Background: an optimization exercise with open tools, aiming at small area, a short achievable clock period and few clock cycles. Do not read the settings as production practice. Where RTL was checked, it was by simulation tests only, not by an equivalence proof against the original. Power figures rest on the tool's default switching activity, not on a simulated workload.

## run A
## atc_encode
module atc_encode (
    input  wire        clk,
    input  wire        rst,           
    input  wire        wr_en,
    input  wire [8:0]  wr_addr,       
    input  wire [31:0] wr_data,
    input  wire        start,         
    output wire        busy,
    output reg  [31:0] result,
    output reg         err_src,       
    output reg  [7:0]  out_len,
    output reg         src_re,
    output reg  [7:0]  src_addr,
    input  wire [7:0]  src_rdata,
    output reg         dst_we,
    output reg  [7:0]  dst_addr,
    output reg  [7:0]  dst_wdata,
    output wire        txp_req,
    input  wire        txp_rsp_valid,
    input  wire        txp_rsp_ok,
    input  wire [7:0]  txp_rsp_val,
    input  wire [31:0] txp_rsp_err
);
For scale: ~1000 flip-flops, about 160 I/O pins.
clock: 6.0 ns
lec_check: 0
cap_margin: 20
core_margin: 2
core_utilization: 40
place_density: 0.6
setup_slack_margin: 3.7
slew_margin: 20
tns_end_percent: 5
standard.sh (not shown) runs the stock make flow with config.mk's settings and CLKGATE_MAP_FILE= SYNTH_SCRIPT=/design/flow/synth_recipe.tcl, a recipe that flattens the netlist after the stock synthesis.
==> flow/flow/run.sh <==
#!/bin/bash
# Standard layout, with the port buffers made from buf_4 cells instead of the
# resizer's default choice, so that the I/O paths are not slowed by delay cells.
set -euo pipefail
export BUFFER_PORTS_ARGS="-buffer_cell sky130_fd_sc_hd__buf_4"
bash standard.sh > standard.log 2>&1
Run A completed end to end with timing, DRC and antenna clean.
Testbench counts of run A, summed over its fixed seeds: cycles 32,200.
What run B does differently from run A at the input level:
Settings: setting CTS_BUF_LIST to sky130_fd_sc_hd__clkbuf_8 sky130_fd_sc_hd__clkbuf_16 for the first time; setting CTS_CLUSTER_SIZE to 20 for the first time.
==> comparison <==
Run B went all the way through the flow, and no timing, DRC or antenna check failed.
Changes observed in run B relative to run A: top-level port count did not really move; setup slack went down.
Delta (run B minus run A): final cell area excluding filler cells held steady; overall routed net length held steady.
Min routed length on met3 across run B and run A: run B
The following lists how run C was set up differently from run B:
Settings: CTS_BUF_LIST now sky130_fd_sc_hd__clkbuf_8, was sky130_fd_sc_hd__clkbuf_8 sky130_fd_sc_hd__clkbuf_16; CTS_CLUSTER_SIZE now 30, was 20.
### Flow results
- On run C: switching share of power is 1.3 points higher than what run B gave.
- For run C, the startpoint of the worst setup timing path was gq_b[1]$_SDFF_PP0_, unlike run B, where it was nx_n[2]$_DFFE_PP_.
- For the worst vdd rail ir drop, run C came in 0.000071 V lower than run B did.
- From run B to run C the numbers moved as follows: met3 routing resource usage after global routing now sits higher, tightest hold margin now sits higher.
- When run C is set beside run B, its final area turns out to be about 1.3% smaller.
- Compared with run B, in run C final period demand of the worst path saw a decrease; overall routed net length saw an increase.
The following lists how run D was set up differently from run C:
Settings: clearing CTS_CLUSTER_SIZE, which used to be 30; putting ABC_AREA at 1 where nothing was set; clearing CTS_BUF_LIST, which used to be sky130_fd_sc_hd__clkbuf_8.
--- outcome ---
- Run D: PASS, flow complete, no timing, DRC or antenna violations
- STATUS total routed wirelength: run D loses against run C
- Per the comparison of run D with run C, layout cell share with drive strength beyond 1 dropped 4.4 points, gate count after technology mapping grew by 856.


## the previous run
Another version of the RTL of atc_encode (not shown whole).
For scale: ~2700 cells after synthesis, roughly 1000 flip-flops, roughly 160 I/O pins, about 40000 sq um of cells after synthesis.
Settings: LEC_CHECK=0, CAP_MARGIN=20, CORE_MARGIN=2, CORE_UTILIZATION=40, CTS_BUF_LIST=sky130_fd_sc_hd__clkbuf_8, CTS_CLUSTER_SIZE=30, PLACE_DENSITY=0.6, SETUP_SLACK_MARGIN=3.7, SLEW_MARGIN=20, TNS_END_PERCENT=5; clock period 6.0 ns.
Scripts as last shown in full above: flow/flow/run.sh
The previous run has completed all stages; timing, DRC and antenna checks passed.
Testbench counts of the previous run, summed over its fixed seeds: cycles 32,200.
Changes in the current run relative to the previous run:
Settings: a deleted CTS_CLUSTER_SIZE that had been 30; a deleted CTS_BUF_LIST that had been sky130_fd_sc_hd__clkbuf_8.
Results
- Relative to the previous run, fraction of cell area in non-clock buffers has decreased by 0.46 points in the current run.
- Re post-route met1 wirelength: the previous run was higher than the current run.
- From the previous run to the current run the numbers moved as follows: non-filler instance count after layout down 121, worst setup slack climbed 0.086 ns.
- Fill cell instance count of the final layout essentially unchanged between the previous run and the current run.
- First-pass GRT wire length (lower): the current run
- Layout buffer count excluding clock buffers: the current run vs the previous run down 9
- Core utilization across the previous run and the current run: no real change.
- ~same initial standard-cell utilization of the core in the previous run and the current run
- Worst setup path endpoint = pf[5]: the current run; worst setup path endpoint = room[9]: the previous run
- Against the previous run, the current run comes in 430 uW higher on total power.


atc_encode with an RTL version that a note above also has.
For scale: about 2700 cells after synthesis, roughly 160 I/O pins.
==> flow/config.mk <==
export PLATFORM = sky130hd
export DESIGN_NAME = atc_encode
export DESIGN_NICKNAME = atc_encode
export VERILOG_FILES = /design/flow/design.v
export SDC_FILE = /design/flow/constraint.sdc
export NUM_CORES = 4
export LEC_CHECK = 0
export CAP_MARGIN = 20
export CORE_MARGIN = 2
export CORE_UTILIZATION = 60
export PLACE_DENSITY = 0.75
export SETUP_SLACK_MARGIN = 3.7
export SLEW_MARGIN = 20
export TNS_END_PERCENT = 5
==> flow/constraint.sdc <==
create_clock -name core_clock -period 6.0 [get_ports {clk}]
set_input_delay 1.2000 -clock core_clock [delete_from_list [all_inputs] [get_ports {clk}]]
set_output_delay 1.2000 -clock core_clock [all_outputs]
set_load 0.01 [all_outputs]
Scripts as last shown in full above: flow/flow/run.sh
The starting point went through all stages and came out clean.
Testbench counts at the start, summed over its fixed seeds: cycles 32,200.
Then changed:
CORE_UTILIZATION = 40   (was 60)
PLACE_DENSITY = 0.6   (was 0.75)
SETUP_SLACK_MARGIN = 3.9   (was 3.7)
Effect: Total power increases slightly; wire length goes up by a few percent; worst setup slack gains 40 ps; critical path depth is lower by 3.


## v6
atc_encode, a different RTL version from the one above (not shown whole).
Size in the first run: about 3,000 cells after synthesis, ~1,000 flip-flops, roughly 0.040 mm² of cells after synthesis.
==> flow/config.mk <==
export PLATFORM = sky130hd
export DESIGN_NAME = atc_encode
export DESIGN_NICKNAME = atc_encode
export VERILOG_FILES = /design/flow/design.v
export SDC_FILE = /design/flow/constraint.sdc
export NUM_CORES = 4
export LEC_CHECK = 0
export CAP_MARGIN = 20
export CORE_MARGIN = 2
export CORE_UTILIZATION = 40
export PLACE_DENSITY = 0.6
export SETUP_SLACK_MARGIN = 3.6
export SLEW_MARGIN = 20
==> flow/constraint.sdc <==
create_clock -name core_clock -period 6.0 [get_ports {clk}]
set_input_delay 1.2000 -clock core_clock [delete_from_list [all_inputs] [get_ports {clk}]]
set_output_delay 1.2000 -clock core_clock [all_outputs]
set_load 0.01 [all_outputs]
run.sh (not shown) runs the stock make flow with config.mk's settings and CLKGATE_MAP_FILE= SYNTH_SCRIPT=/design/flow/synth_recipe.tcl, a recipe that flattens the netlist after the stock synthesis.
Stock flow here: none of the scripts above is used.
v6 reached the final stage; the timing, design-rule and antenna checks on its layout passed.
### v6 -> v7
diff --git a/flow/config.mk b/flow/config.mk
--- a/flow/config.mk
+++ b/flow/config.mk
@@ -11,3 +11,3 @@
 export PLACE_DENSITY = 0.6
-export SETUP_SLACK_MARGIN = 3.6
+export SETUP_SLACK_MARGIN = 3.0
 export SLEW_MARGIN = 20
==> comparison <==
v7 completed every stage of the flow, and the final layout passed the timing, design-rule and antenna checks. Having completed the whole flow, v6 delivered a layout that passed the timing, design-rule and antenna checks. In the reports for v7 and v6, the smaller combinational fraction of design power belongs to v7. [compare] base=v6 new=v7: global-route wire length before repair has decreased; first-iteration DRC count has decreased; number of vias after detailed routing has decreased; count of TritonRoute iterations in the first routing pass has increased.
No run of this note included a check of the RTL's function; only the layout flow was run.

[what the ideal ports hide]
Ports are ideal in the flow. The routed layouts listed here were re-timed in OpenROAD.
Step 1 sets driving cells, clkbuf_16 on the clock port and buf_2 on the other inputs (assumed; they add their load-dependent delay and slew).
Step 2 adds t to the input delays and takes it off the output delays; t is the mean of the earliest and latest rising clock arrival at the registers after step 1. Input paths then give back, and output paths get back, about the clock's delay inside the block.
Slacks: no drivers / after step 1 / after step 2; pairs: no drivers / after step 1.
| run | t, ns | setup WS [ns] | worst register clock-pin slew, ns | cell pins on the clock port's net |
|---|---|---|---|---|
| run A | 0.740 | 3.383 / 3.383 / 2.737 | 0.07 / 0.07 | 1 |
| run B | 0.740 | 3.379 / 3.379 / 2.720 | 0.07 / 0.07 | 1 |
| run C | 0.889 | 3.397 / 3.397 / 2.737 | 0.07 / 0.07 | 1 |
| run D | 0.790 | 3.483 / 3.466 / 2.855 | 0.07 / 0.07 | 1 |
| the previous run | 0.899 | 3.361 / 3.361 / 2.728 | 0.07 / 0.07 | 1 |
| the current run | 0.746 | 3.447 / 3.447 / 2.832 | 0.07 / 0.07 | 1 |
| the first run of note 3 | 0.736 | 3.377 / 3.385 / 2.670 | 0.07 / 0.07 | 1 |
| the second run of note 3 | 0.742 | 3.416 / 3.416 / 2.712 | 0.07 / 0.07 | 1 |
| v6 | 0.749 | 2.944 / 2.944 / 2.281 | 0.07 / 0.07 | 1 |
| v7 | 0.737 | 2.904 / 2.865 / 2.128 | 0.07 / 0.07 | 1 |
After both steps every run listed still meets setup and hold. For v7, which loses most, drivers alone change the setup slack by -0.039 ns; drivers and shift together by -0.776 ns.
